This is an optimization exercise on Yosys and OpenROAD, whose aim is a short achievable clock period and few clock cycles per item, not a production implementation.
At most, simulation tests tie the RTL to the original design; equivalence was not proved.

==> inputs of branch garnet <==
==> flow/design.v (excerpt) <==
module se_framer (
  input  wire        clk,
  input  wire        rst,
  input  wire        cmd_valid,
  output wire        cmd_ready,
  input  wire [1:0]  cmd_op,
  input  wire [7:0]  cmd_len,
  input  wire [7:0]  cmd_opcode,
  input  wire [7:0]  cmd_p1,
  input  wire [15:0] cmd_p2,
  input  wire        in_valid,
  output wire        in_ready,
  input  wire [7:0]  in_data,
  input  wire        in_last,
  output wire        out_valid,
  input  wire        out_ready,
  output wire [7:0]  out_data,
  output wire        res_valid,
  input  wire        res_ready,
  output wire [2:0]  res_err,
  output wire [15:0] res_crc,
  output wire [4:0]  res_attempts
);
make LEC_CHECK=0 CAP_MARGIN=20 CORE_MARGIN=2 CORE_UTILIZATION=60 CTS_CLUSTER_DIAMETER=100 CTS_CLUSTER_SIZE=24 PLACE_DENSITY=0.7 SETUP_SLACK_MARGIN=3.0 SLEW_MARGIN=20 finish   # period 5.0 ns
run.sh (not shown) runs the stock make flow with config.mk's settings and CLKGATE_MAP_FILE= SYNTH_SCRIPT=/design/flow/synth_recipe.tcl, a recipe that flattens the netlist after the stock synthesis.
==> branch lagoon: changes against branch garnet <==
--- a/flow/design.v
+++ b/flow/design.v
@@ -34,52 +34,16 @@
         ev[i*W +: W] <= din;
       end
       if (clr) vld[i] <= 1'b0;
       else if (pop) vld[i] <= vx[i+1] | (push & vld[i]);
       else if (push) vld[i] <= vld[i] | vp[i];
     end
   end
 endmodule
-module se_hfifo #(parameter W = 8, parameter D = 4) (
-  input  wire         clk,
-  input  wire         clr,
-  input  wire         push,
-  input  wire [W-1:0] din,
-  input  wire         pop,
-  output wire [W-1:0] head,
-  output reg  [D-1:0] vld     
-);
-  reg  [W-1:0]       h0, h1;  
-  reg  [W*D-1:0]     ev;      
-  wire [D:0]         vx = {1'b0, vld};
-  wire [D:0]         vp = {vld, 1'b1};
-  wire [W*(D+1)-1:0] ex = {din, ev};
-  wire               load0 = pop | (push & ~vld[0]);
-  wire [W-1:0]       n0 = (pop & vld[1]) ? ev[W +: W] : din;
-  integer i;
-  assign head = h0;
-  always @(posedge clk) begin
-    h0 <= load0 ? n0 : h1;
-    h1 <= load0 ? n0 : h0;
-    for (i = 1; i < D; i = i + 1) begin
-      if (pop) begin
-        if (vx[i+1]) ev[i*W +: W] <= ex[(i+1)*W +: W];
-        else if (push) ev[i*W +: W] <= din;
-      end else if (push && !vld[i] && vp[i]) begin
-        ev[i*W +: W] <= din;
-      end
-    end
-    for (i = 0; i < D; i = i + 1) begin
-      if (clr) vld[i] <= 1'b0;
-      else if (pop) vld[i] <= vx[i+1] | (push & vld[i]);
-      else if (push) vld[i] <= vld[i] | vp[i];
-    end
-  end
-endmodule
 module se_ofifo #(parameter W = 8, parameter D = 4) (
   input  wire         clk,
   input  wire         clr,
   input  wire         push,
   input  wire [W-1:0] din,
   input  wire         pop,
   output reg  [W-1:0] head,
   output reg  [D-1:0] cnt     
@@ -97,20 +61,20 @@
       if (push && wr[i]) ev[i*W +: W] <= din;
     if (clr) begin
       wr  <= {{(D-1){1'b0}}, 1'b1};
       rd  <= {{(D-1){1'b0}}, 1'b1};
       cnt <= {D{1'b0}};
     end else begin
       if (push) wr <= {wr[D-2:0], wr[D-1]};
       if (pop)  rd <= {rd[D-2:0], rd[D-1]};
-      if (pop)
-        cnt <= push ? cnt : {1'b0, cnt[D-1:1]};
-      else if (push)
+      if (push & ~pop)
         cnt <= {cnt[D-2:0], 1'b1};
+      else if (pop & ~push)
+        cnt <= {1'b0, cnt[D-1:1]};
     end
   end
 endmodule
 module se_framer (
   input  wire        clk,
   input  wire        rst,
   input  wire        cmd_valid,
   output wire        cmd_ready,
@@ -135,43 +99,39 @@
   localparam integer MAXF = 4;     
   localparam integer PQD  = 16;    
   localparam [1:0] K_CRC = 2'd0, K_SEND = 2'd1, K_RECV = 2'd2, K_NONE = 2'd3;
   reg        cr_q;
   reg  [3:0] nfl;         
   reg        rf_q;        
   wire cmd_fire = cmd_valid & cr_q;
   assign cmd_ready = cr_q;
-  wire [15:0] ga1, ga2, ga3, ga4, gb1, gb2;
-  se_crc16 u_ga1 (.c(16'h0000), .b(cmd_opcode),   .n(ga1));
-  se_crc16 u_ga2 (.c(ga1),      .b(cmd_p1),       .n(ga2));
-  se_crc16 u_ga3 (.c(ga2),      .b(8'h00),        .n(ga3));
-  se_crc16 u_ga4 (.c(ga3),      .b(8'h00),        .n(ga4));
-  se_crc16 u_gb1 (.c(16'h0000), .b(cmd_p2[7:0]),  .n(gb1));
-  se_crc16 u_gb2 (.c(gb1),      .b(cmd_p2[15:8]), .n(gb2));
+  wire [15:0] g1, g2, g3, g4;
+  se_crc16 u_g1 (.c(16'h0000), .b(cmd_opcode),   .n(g1));
+  se_crc16 u_g2 (.c(g1),       .b(cmd_p1),       .n(g2));
+  se_crc16 u_g3 (.c(g2),       .b(cmd_p2[7:0]),  .n(g3));
+  se_crc16 u_g4 (.c(g3),       .b(cmd_p2[15:8]), .n(g4));
   reg        c1_v;
   reg  [1:0] c1_kind;
   reg  [2:0] c1_err;
   reg        c1_snd;      
   reg  [7:0] c1_a;        
   reg        c1_a1;       
   reg  [7:0] c1_len, c1_L, c1_opc, c1_p1;
   reg [15:0] c1_p2;
   reg        c1_p0, c1_p1f;
-  reg [15:0] c1_ga;       
-  reg [15:0] c1_gb;       
+  reg [15:0] c1_g;        
   always @(posedge clk) begin
     c1_v   <= cmd_fire & ~rst;
     c1_len <= cmd_len;
     c1_L   <= cmd_len + 8'd7;
     c1_opc <= cmd_opcode;
     c1_p1  <= cmd_p1;
     c1_p2  <= cmd_p2;
-    c1_ga  <= ga4;
-    c1_gb  <= gb2;
+    c1_g   <= g4;
     c1_p0  <= (cmd_len == 8'd0);
     c1_p1f <= (cmd_len == 8'd1);
     c1_a   <= (cmd_op == 2'd2) ? cmd_len + 8'd2 : cmd_len;
     c1_a1  <= (cmd_op != 2'd2) && (cmd_len == 8'd1);
     c1_snd <= (cmd_op == 2'd1) && (cmd_len <= 8'd248);
     case (cmd_op)
       2'd0: begin
         c1_kind <= (cmd_len == 8'd0) ? K_NONE : K_CRC;
@@ -192,17 +152,17 @@
     endcase
   end
   wire [15:0] f1, f2, f3, f4, f5;
   se_crc16 u_f1 (.c(16'h0000), .b(c1_L),  .n(f1));
   se_crc16 u_f2 (.c(f1),       .b(8'h00), .n(f2));
   se_crc16 u_f3 (.c(f2),       .b(8'h00), .n(f3));
   se_crc16 u_f4 (.c(f3),       .b(8'h00), .n(f4));
   se_crc16 u_f5 (.c(f4),       .b(8'h00), .n(f5));
-  wire [15:0] hcrc = f5 ^ c1_ga ^ c1_gb;
+  wire [15:0] hcrc = f5 ^ c1_g;
   localparam integer CQW = 2 + 3 + 1 + 8 + 1 + 16;
   wire [CQW-1:0]  cq_h;
   wire [MAXF-1:0] cq_cnt;
   wire            cq_pop;
   se_ofifo #(.W(CQW), .D(MAXF)) u_cq (
     .clk(clk), .clr(rst), .push(c1_v),
     .din({c1_kind, c1_err, c1_snd, c1_a, c1_a1, c1_snd ? hcrc : 16'h0000}),
     .pop(cq_pop), .head(cq_h), .cnt(cq_cnt)
@@ -228,23 +188,21 @@
   reg  [7:0] ib_d;
   reg        ib_l;
   assign in_ready = ir_q;
   always @(posedge clk) begin
     ib_d <= in_data;
     ib_l <= in_last;
     ib_v <= in_valid & ir_q & ~rst;
   end
-  wire [15:0] ib_bb;
-  se_crc16 u_bb (.c(16'h0000), .b(ib_d), .n(ib_bb));
-  wire [24:0] iq_h;
-  wire [3:0]  iq_vld;
-  wire        take;
-  se_hfifo #(.W(25), .D(4)) u_iq (
-    .clk(clk), .clr(rst), .push(ib_v), .din({ib_l, ib_d, ib_bb}),
+  wire [8:0] iq_h;
+  wire [3:0] iq_vld;
+  wire       take;
+  se_sfifo #(.W(9), .D(4)) u_iq (
+    .clk(clk), .clr(rst), .push(ib_v), .din({ib_l, ib_d}),
     .pop(take), .head(iq_h), .vld(iq_vld)
   );
   wire in_room = (ib_v & ir_q)  ? ~iq_vld[1] :
                  (ib_v | ir_q)  ? ~iq_vld[2] : ~iq_vld[3];
   wire in_dem  = nfl[0] | c1_v | cmd_fire;
   always @(posedge clk)
     ir_q <= ~rst & in_room & in_dem;
   reg        nx_v;
@@ -267,31 +225,25 @@
   reg  [7:0] togo;        
   reg        t0, t1;      
   reg        first;
   reg        len_ok;
   reg        lo_ok;       
   reg  [4:0] att;
   reg        att20;
   wire       pq_full;
-  wire [7:0]  b  = iq_h[23:16];
-  wire        bl = iq_h[24];
-  wire [15:0] bb = iq_h[15:0];
-  wire [15:0] czero;
-  se_crc16 u_crc (.c(crc_q), .b(8'h00), .n(czero));
-  wire [15:0] cnext = czero ^ bb;
-  reg ip_cs;      
-  reg ip_rv;      
-  reg ip_sd;      
-  reg ip_nn;      
-  wire is_recv = ip_rv;
-  wire is_send = ip_sd;
-  assign take  = (ip_cs | ip_rv) & iq_vld[0] & ~(ip_sd & pq_full);
-  wire done_none  = ip_nn;
-  wire done_cs    = take & ip_cs & ip_rem1;
+  wire [7:0] b  = iq_h[7:0];
+  wire       bl = iq_h[8];
+  wire [15:0] cnext;
+  se_crc16 u_crc (.c(crc_q), .b(b), .n(cnext));
+  wire is_recv = (ip_kind == K_RECV);
+  wire is_send = (ip_kind == K_SEND);
+  assign take  = ip_v & (ip_kind != K_NONE) & iq_vld[0] & ~(is_send & pq_full);
+  wire done_none  = ip_v & (ip_kind == K_NONE);
+  wire done_cs    = take & ~ip_kind[1] & ip_rem1;
   wire done_full  = take & is_recv & t0;
   wire done_short = take & is_recv & ~t0 & bl & att20;
   wire done       = done_none | done_cs | done_full | done_short;
   wire adv        = ~ip_v | done;
   reg        pr_v;
   reg  [2:0] pr_err;
   reg  [4:0] pr_att;
   reg        pr_snd;
@@ -354,29 +306,19 @@
     if (cq_pop) begin
       nx_kind <= cq_h[CQW-1 -: 2];
       nx_err  <= cq_h[CQW-3 -: 3];
       nx_snd  <= cq_h[CQW-6];
       nx_a    <= cq_h[CQW-7 -: 8];
       nx_a1   <= cq_h[16];
       nx_init <= cq_h[15:0];
     end
-    if (adv) begin
-      ip_cs <= nx_v & ~nx_kind[1];
-      ip_rv <= nx_v & (nx_kind == K_RECV);
-      ip_sd <= nx_v & (nx_kind == K_SEND);
-      ip_nn <= nx_v & (nx_kind == K_NONE);
-    end
     if (rst) begin
-      ip_v  <= 1'b0;
-      nx_v  <= 1'b0;
-      ip_cs <= 1'b0;
-      ip_rv <= 1'b0;
-      ip_sd <= 1'b0;
-      ip_nn <= 1'b0;
+      ip_v <= 1'b0;
+      nx_v <= 1'b0;
     end else begin
       if (adv) ip_v <= nx_v;
       if (~nx_v) nx_v <= cq_cnt[0];
       else if (adv) nx_v <= 1'b0;
     end
   end
   wire [7:0]     pq_h;
   wire [PQD-1:0] pq_cnt;
@@ -460,20 +402,20 @@
   wire rqh_snd = rq_h[0];
   wire r_free  = ~r_v | res_ready;
   wire r_push  = r_free & rq_cnt[0] & (~rqh_snd | otok[0]);
   wire otok_dn = r_push & rqh_snd;
   assign rq_pop = r_push;
   always @(posedge clk) begin
     if (rst)
       otok <= 4'd0;
-    else if (otok_dn)
-      otok <= ol_q ? otok : {1'b0, otok[3:1]};
-    else if (ol_q)
+    else if (ol_q & ~otok_dn)
       otok <= {otok[2:0], 1'b1};
+    else if (~ol_q & otok_dn)
+      otok <= {1'b0, otok[3:1]};
     r_d  <= r_free ? rq_h[RQW-1:1] : r_dh;
     r_dh <= r_free ? rq_h[RQW-1:1] : r_d;
     r_v  <= ~rst & ((r_free & r_push) | ~r_free);
     rf_q <= ~rst & r_v & res_ready;
   end
   assign res_valid    = r_v;
   assign res_err      = r_d[RQW-1 -: 3];
   assign res_crc      = r_d[RQW-4 -: 16];
==> branch quartz: changes against branch garnet <==
--- a/flow/design.v
+++ b/flow/design.v
@@ -34,52 +34,16 @@
         ev[i*W +: W] <= din;
       end
       if (clr) vld[i] <= 1'b0;
       else if (pop) vld[i] <= vx[i+1] | (push & vld[i]);
       else if (push) vld[i] <= vld[i] | vp[i];
     end
   end
 endmodule
-module se_hfifo #(parameter W = 8, parameter D = 4) (
-  input  wire         clk,
-  input  wire         clr,
-  input  wire         push,
-  input  wire [W-1:0] din,
-  input  wire         pop,
-  output wire [W-1:0] head,
-  output reg  [D-1:0] vld     
-);
-  reg  [W-1:0]       h0, h1;  
-  reg  [W*D-1:0]     ev;      
-  wire [D:0]         vx = {1'b0, vld};
-  wire [D:0]         vp = {vld, 1'b1};
-  wire [W*(D+1)-1:0] ex = {din, ev};
-  wire               load0 = pop | (push & ~vld[0]);
-  wire [W-1:0]       n0 = (pop & vld[1]) ? ev[W +: W] : din;
-  integer i;
-  assign head = h0;
-  always @(posedge clk) begin
-    h0 <= load0 ? n0 : h1;
-    h1 <= load0 ? n0 : h0;
-    for (i = 1; i < D; i = i + 1) begin
-      if (pop) begin
-        if (vx[i+1]) ev[i*W +: W] <= ex[(i+1)*W +: W];
-        else if (push) ev[i*W +: W] <= din;
-      end else if (push && !vld[i] && vp[i]) begin
-        ev[i*W +: W] <= din;
-      end
-    end
-    for (i = 0; i < D; i = i + 1) begin
-      if (clr) vld[i] <= 1'b0;
-      else if (pop) vld[i] <= vx[i+1] | (push & vld[i]);
-      else if (push) vld[i] <= vld[i] | vp[i];
-    end
-  end
-endmodule
 module se_ofifo #(parameter W = 8, parameter D = 4) (
   input  wire         clk,
   input  wire         clr,
   input  wire         push,
   input  wire [W-1:0] din,
   input  wire         pop,
   output reg  [W-1:0] head,
   output reg  [D-1:0] cnt     
@@ -104,16 +68,43 @@
       if (pop)  rd <= {rd[D-2:0], rd[D-1]};
       if (pop)
         cnt <= push ? cnt : {1'b0, cnt[D-1:1]};
       else if (push)
         cnt <= {cnt[D-2:0], 1'b1};
     end
   end
 endmodule
+module se_hofifo #(parameter W = 8, parameter D = 16) (
+  input  wire         clk,
+  input  wire         clr,
+  input  wire         push,
+  input  wire [W-1:0] din,
+  input  wire         pop,
+  output reg  [W-1:0] head,
+  output reg          hv,      
+  output wire         full
+);
+  wire [W-1:0] bhead;
+  wire [D-1:0] bcnt;
+  wire         bne   = bcnt[0];
+  wire         hload = pop | ~hv;
+  wire         bpush = push & ((hv & ~pop) | bne);
+  wire         bpop  = hload & bne;
+  assign full = bcnt[D-1];
+  se_ofifo #(.W(W), .D(D)) u_body (
+    .clk(clk), .clr(clr), .push(bpush), .din(din),
+    .pop(bpop), .head(bhead), .cnt(bcnt)
+  );
+  always @(posedge clk) begin
+    if (hload) head <= bne ? bhead : din;
+    if (clr) hv <= 1'b0;
+    else if (hload) hv <= bne | push;
+  end
+endmodule
 module se_framer (
   input  wire        clk,
   input  wire        rst,
   input  wire        cmd_valid,
   output wire        cmd_ready,
   input  wire [1:0]  cmd_op,
   input  wire [7:0]  cmd_len,
   input  wire [7:0]  cmd_opcode,
@@ -127,21 +118,21 @@
   input  wire        out_ready,
   output wire [7:0]  out_data,
   output wire        res_valid,
   input  wire        res_ready,
   output wire [2:0]  res_err,
   output wire [15:0] res_crc,
   output wire [4:0]  res_attempts
 );
-  localparam integer MAXF = 4;     
+  localparam integer MAXF = 3;     
   localparam integer PQD  = 16;    
   localparam [1:0] K_CRC = 2'd0, K_SEND = 2'd1, K_RECV = 2'd2, K_NONE = 2'd3;
   reg        cr_q;
-  reg  [3:0] nfl;         
+  reg  [2:0] nfl;         
   reg        rf_q;        
   wire cmd_fire = cmd_valid & cr_q;
   assign cmd_ready = cr_q;
   wire [15:0] ga1, ga2, ga3, ga4, gb1, gb2;
   se_crc16 u_ga1 (.c(16'h0000), .b(cmd_opcode),   .n(ga1));
   se_crc16 u_ga2 (.c(ga1),      .b(cmd_p1),       .n(ga2));
   se_crc16 u_ga3 (.c(ga2),      .b(8'h00),        .n(ga3));
   se_crc16 u_ga4 (.c(ga3),      .b(8'h00),        .n(ga4));
@@ -233,17 +224,17 @@
     ib_l <= in_last;
     ib_v <= in_valid & ir_q & ~rst;
   end
   wire [15:0] ib_bb;
   se_crc16 u_bb (.c(16'h0000), .b(ib_d), .n(ib_bb));
   wire [24:0] iq_h;
   wire [3:0]  iq_vld;
   wire        take;
-  se_hfifo #(.W(25), .D(4)) u_iq (
+  se_sfifo #(.W(25), .D(4)) u_iq (
     .clk(clk), .clr(rst), .push(ib_v), .din({ib_l, ib_d, ib_bb}),
     .pop(take), .head(iq_h), .vld(iq_vld)
   );
   wire in_room = (ib_v & ir_q)  ? ~iq_vld[1] :
                  (ib_v | ir_q)  ? ~iq_vld[2] : ~iq_vld[3];
   wire in_dem  = nfl[0] | c1_v | cmd_fire;
   always @(posedge clk)
     ir_q <= ~rst & in_room & in_dem;
@@ -258,17 +249,17 @@
   reg        ip_v;
   reg  [1:0] ip_kind;
   reg  [2:0] ip_err;
   reg        ip_snd;
   reg  [7:0] ip_rem;      
   reg        ip_rem1;
   reg  [7:0] ip_k1;       
   reg  [7:0] ip_k;        
-  reg [15:0] crc_q, crc_h;   
+  reg [15:0] crc_q;       
   reg  [7:0] togo;        
   reg        t0, t1;      
   reg        first;
   reg        len_ok;
   reg        lo_ok;       
   reg  [4:0] att;
   reg        att20;
   wire       pq_full;
@@ -308,18 +299,17 @@
     if (ip_kind == K_NONE)
       pr_err <= ip_err;
     else if (is_recv)
       pr_err <= ~t0 ? 3'd1 : !len_ok ? 3'd2 : (!lo_ok || b != crc_q[15:8]) ? 3'd3 : 3'd0;
     else
       pr_err <= 3'd0;
   end
   always @(posedge clk) begin
-    crc_q <= (c_init | c_step) ? c_new : crc_h;
-    crc_h <= (c_init | c_step) ? c_new : crc_q;
+    crc_q <= (c_init | c_step) ? c_new : crc_q;
     if (take) begin
       ip_rem  <= ip_rem - 8'd1;
       ip_rem1 <= (ip_rem == 8'd2);
     end
     if (take & is_recv) begin
       if (first) len_ok <= (b == ip_k);
       first <= 1'b0;
       if (t1) lo_ok <= (b == crc_q[7:0]);
@@ -374,22 +364,21 @@
       ip_nn <= 1'b0;
     end else begin
       if (adv) ip_v <= nx_v;
       if (~nx_v) nx_v <= cq_cnt[0];
       else if (adv) nx_v <= 1'b0;
     end
   end
   wire [7:0]     pq_h;
-  wire [PQD-1:0] pq_cnt;
+  wire           pq_ne;
   wire           pq_pop;
-  assign pq_full = pq_cnt[PQD-1];
-  se_ofifo #(.W(8), .D(PQD)) u_pq (
+  se_hofifo #(.W(8), .D(PQD)) u_pq (
     .clk(clk), .clr(rst), .push(take & is_send), .din(b),
-    .pop(pq_pop), .head(pq_h), .cnt(pq_cnt)
+    .pop(pq_pop), .head(pq_h), .hv(pq_ne), .full(pq_full)
   );
   wire [15:0]     sc_h;
   wire [MAXF-1:0] sc_cnt;
   wire            sc_pop;
   se_ofifo #(.W(16), .D(MAXF)) u_sc (
     .clk(clk), .clr(rst), .push(pr_v & pr_snd), .din(pr_crc),
     .pop(sc_pop), .head(sc_h), .cnt(sc_cnt)
   );
@@ -400,29 +389,32 @@
   se_ofifo #(.W(RQW), .D(MAXF)) u_rq (
     .clk(clk), .clr(rst), .push(pr_v), .din({pr_err, pr_crc, pr_att, pr_snd}),
     .pop(rq_pop), .head(rq_h), .cnt(rq_cnt)
   );
   reg  [8:0] ph;          
   reg  [7:0] prem;        
   reg        prem1;
   reg        m_v;         
-  reg  [7:0] m_d, m_dh;   
+  reg  [7:0] m_d;
   reg        m_l;         
   reg        ol_q;        
+  reg  [7:0] hb;
+  wire [7:0] hb_next = ({8{ph[0]}} & sqh_L)        |
+                       ({8{ph[1]}} & sqh_opc)      |
+                       ({8{ph[2]}} & sqh_p1)       |
+                       ({8{ph[3]}} & sqh_p2[7:0])  |
+                       ({8{ph[4]}} & sqh_p2[15:8]);
+  wire       ph_h = ph[1] | ph[2] | ph[3] | ph[4] | ph[5];
   wire [7:0] obyte = ({8{ph[0]}} & 8'h03)        |
-                     ({8{ph[1]}} & sqh_L)        |
-                     ({8{ph[2]}} & sqh_opc)      |
-                     ({8{ph[3]}} & sqh_p1)       |
-                     ({8{ph[4]}} & sqh_p2[7:0])  |
-                     ({8{ph[5]}} & sqh_p2[15:8]) |
+                     ({8{ph_h}}  & hb)           |
                      ({8{ph[6]}} & pq_h)         |
                      ({8{ph[7]}} & sc_h[7:0])    |
                      ({8{ph[8]}} & sc_h[15:8]);
-  wire oav    = sq_cnt[0] & (ph[6] ? pq_cnt[0] : (ph[7] | ph[8]) ? sc_cnt[0] : 1'b1);
+  wire oav    = sq_cnt[0] & (ph[6] ? pq_ne : (ph[7] | ph[8]) ? sc_cnt[0] : 1'b1);
   wire m_free = ~m_v | out_ready;
   wire o_push = m_free & oav;
   assign pq_pop = o_push & ph[6];
   assign sc_pop = o_push & ph[8];
   assign sq_pop = o_push & ph[8];
   always @(posedge clk) begin
     if (rst) begin
       ph <= 9'd1;
@@ -432,64 +424,64 @@
       ph[2] <= ph[1];
       ph[3] <= ph[2];
       ph[4] <= ph[3];
       ph[5] <= ph[4];
       ph[6] <= (ph[5] & ~sqh_p0) | (ph[6] & ~prem1);
       ph[7] <= (ph[5] & sqh_p0) | (ph[6] & prem1);
       ph[8] <= ph[7];
     end
+    if (o_push)
+      hb <= hb_next;
     if (o_push) begin
       if (ph[5]) begin
         prem  <= sqh_len;
         prem1 <= sqh_p1f;
       end else begin
         prem  <= prem - 8'd1;
         prem1 <= (prem == 8'd2);
       end
     end
-    m_d  <= m_free ? obyte : m_dh;
-    m_dh <= m_free ? obyte : m_d;
+    m_d  <= m_free ? obyte : m_d;
     m_l  <= m_free ? ph[8] : m_l;
     m_v  <= ~rst & ((m_free & o_push) | ~m_free);
     ol_q <= ~rst & m_v & out_ready & m_l;
   end
   assign out_valid = m_v;
   assign out_data  = m_d;
-  reg  [3:0]     otok;    
+  reg  [2:0]     otok;    
   reg            r_v;
-  reg [RQW-1:1]  r_d, r_dh;   
+  reg [RQW-1:1]  r_d;
   wire rqh_snd = rq_h[0];
   wire r_free  = ~r_v | res_ready;
   wire r_push  = r_free & rq_cnt[0] & (~rqh_snd | otok[0]);
   wire otok_dn = r_push & rqh_snd;
   assign rq_pop = r_push;
   always @(posedge clk) begin
     if (rst)
-      otok <= 4'd0;
+      otok <= 3'd0;
     else if (otok_dn)
-      otok <= ol_q ? otok : {1'b0, otok[3:1]};
+      otok <= ol_q ? otok : {1'b0, otok[2:1]};
     else if (ol_q)
-      otok <= {otok[2:0], 1'b1};
-    r_d  <= r_free ? rq_h[RQW-1:1] : r_dh;
-    r_dh <= r_free ? rq_h[RQW-1:1] : r_d;
+      otok <= {otok[1:0], 1'b1};
+    r_d  <= r_free ? rq_h[RQW-1:1] : r_d;
     r_v  <= ~rst & ((r_free & r_push) | ~r_free);
     rf_q <= ~rst & r_v & res_ready;
   end
   assign res_valid    = r_v;
   assign res_err      = r_d[RQW-1 -: 3];
   assign res_crc      = r_d[RQW-4 -: 16];
   assign res_attempts = r_d[5:1];
-  wire cr_next = (c1_v & cr_q) ? ~nfl[1] :
-                 (c1_v | cr_q) ? ~nfl[2] : ~nfl[3];
+  wire cr_next = (c1_v & cr_q) ? ~nfl[0] :
+                 (c1_v | cr_q) ? ~nfl[1] : ~nfl[2];
   always @(posedge clk) begin
     if (rst) begin
-      nfl  <= 4'd0;
+      nfl  <= 3'd0;
       cr_q <= 1'b0;
     end else begin
       if (c1_v & ~rf_q)
-        nfl <= {nfl[2:0], 1'b1};
+        nfl <= {nfl[1:0], 1'b1};
       else if (~c1_v & rf_q)
-        nfl <= {1'b0, nfl[3:1]};
+        nfl <= {1'b0, nfl[2:1]};
       cr_q <= cr_next;
     end
   end
 endmodule
Settings changed: CORE_UTILIZATION 60 to 75, PLACE_DENSITY 0.7 to 0.85.
==> branch fjord: changes against branch garnet <==
Settings changed: ABC_CLOCK_PERIOD_IN_PS from default to 1800, CTS_CLUSTER_DIAMETER 100 to default, CTS_CLUSTER_SIZE 24 to default.
==> qor summary <==
item	branch lagoon	branch quartz	branch garnet	branch fjord
Max Clock Freq	0.456 GHz	0.449 GHz	0.469 GHz	0.449 GHz
Netlist Area Pre-Place	39300 µm²	35600 µm²	42400 µm²	42400 µm²
Post-CTS Repair Setup Buffers	87	42	56	63
Count of unique library cells instantiated by Yosys	54	67	76	76
Number of multi-input combinational cells	1486	1197	1628	1628
Post-Synth XOR/XNOR Area	4.15%	5.38%	4.76%	4.76%
Worst setup path category	reg2reg	reg2out	reg2reg	reg2reg
Antenna Cells	0	0	0	2
Routability Congestion	0.841	0.920	0.853	0.853
Tap Count	855	607	940	940
Flip-flop and latch count	1074	964	1162	1162
Outcome	no timing/DRC/antenna violations	no timing/DRC/antenna violations	no timing/DRC/antenna violations	no timing/DRC/antenna violations
First-pass GRT wire length	139 mm	125 mm	146 mm	151 mm
Met2 wire len	46.2 mm	41.3 mm	47.1 mm	48.7 mm
Sequential-to-total area share from yosys stat	73.3%	74.1%	72.5%	72.5%
Utilization after layout	70.3%	85.4%	67.9%	71.8%
Ratio of final minimum period to clock period	43.9%	44.6%	42.6%	44.5%
Testbench counts of branch garnet, summed over its fixed seeds: cycles 38,999, items 40,905.
Testbench counts of branch quartz, summed over its fixed seeds: cycles 38,987, items 40,905.
Testbench counts of branch fjord, summed over its fixed seeds: cycles 38,999, items 40,905.
For branch lagoon, only the layout was checked, not whether the RTL still works.

what the ideal ports hide:
The results above use ideal ports. As a check the final layouts listed here were re-extracted and re-timed, cells and wires unchanged. Step 1 sets driving cells, clkbuf_16 on the clock port and buf_2 on the other inputs (assumed; they add their load-dependent delay and slew). Step 2 moves the port delays by t, midway between the first and last clock arrival at a register: inputs arrive t later, outputs are due t later. That takes back most of the time a late clock gives input paths. Slacks: no drivers / after step 1 / after step 2; pairs: no drivers / after step 1.
run	t (ns)	slack for setup (ns)	clock arrival spread, ns	worst slew at a driven data input, ns	cell pins on the clock port's net
branch garnet	0.708	2.869 / 2.810 / 2.380	0.026 / 0.027	0.04	1
branch lagoon	0.696	2.805 / 2.805 / 2.203	0.026 / 0.026	0.06	1
branch quartz	0.678	2.771 / 2.714 / 2.328	0.036 / 0.036	0.05	1
branch fjord	0.736	2.774 / 2.774 / 2.351	0.029 / 0.030	0.04	1
After both steps every run listed still meets setup and hold. For branch lagoon, which loses most, drivers alone change the setup slack by 0.000 ns; drivers and shift together by -0.602 ns.
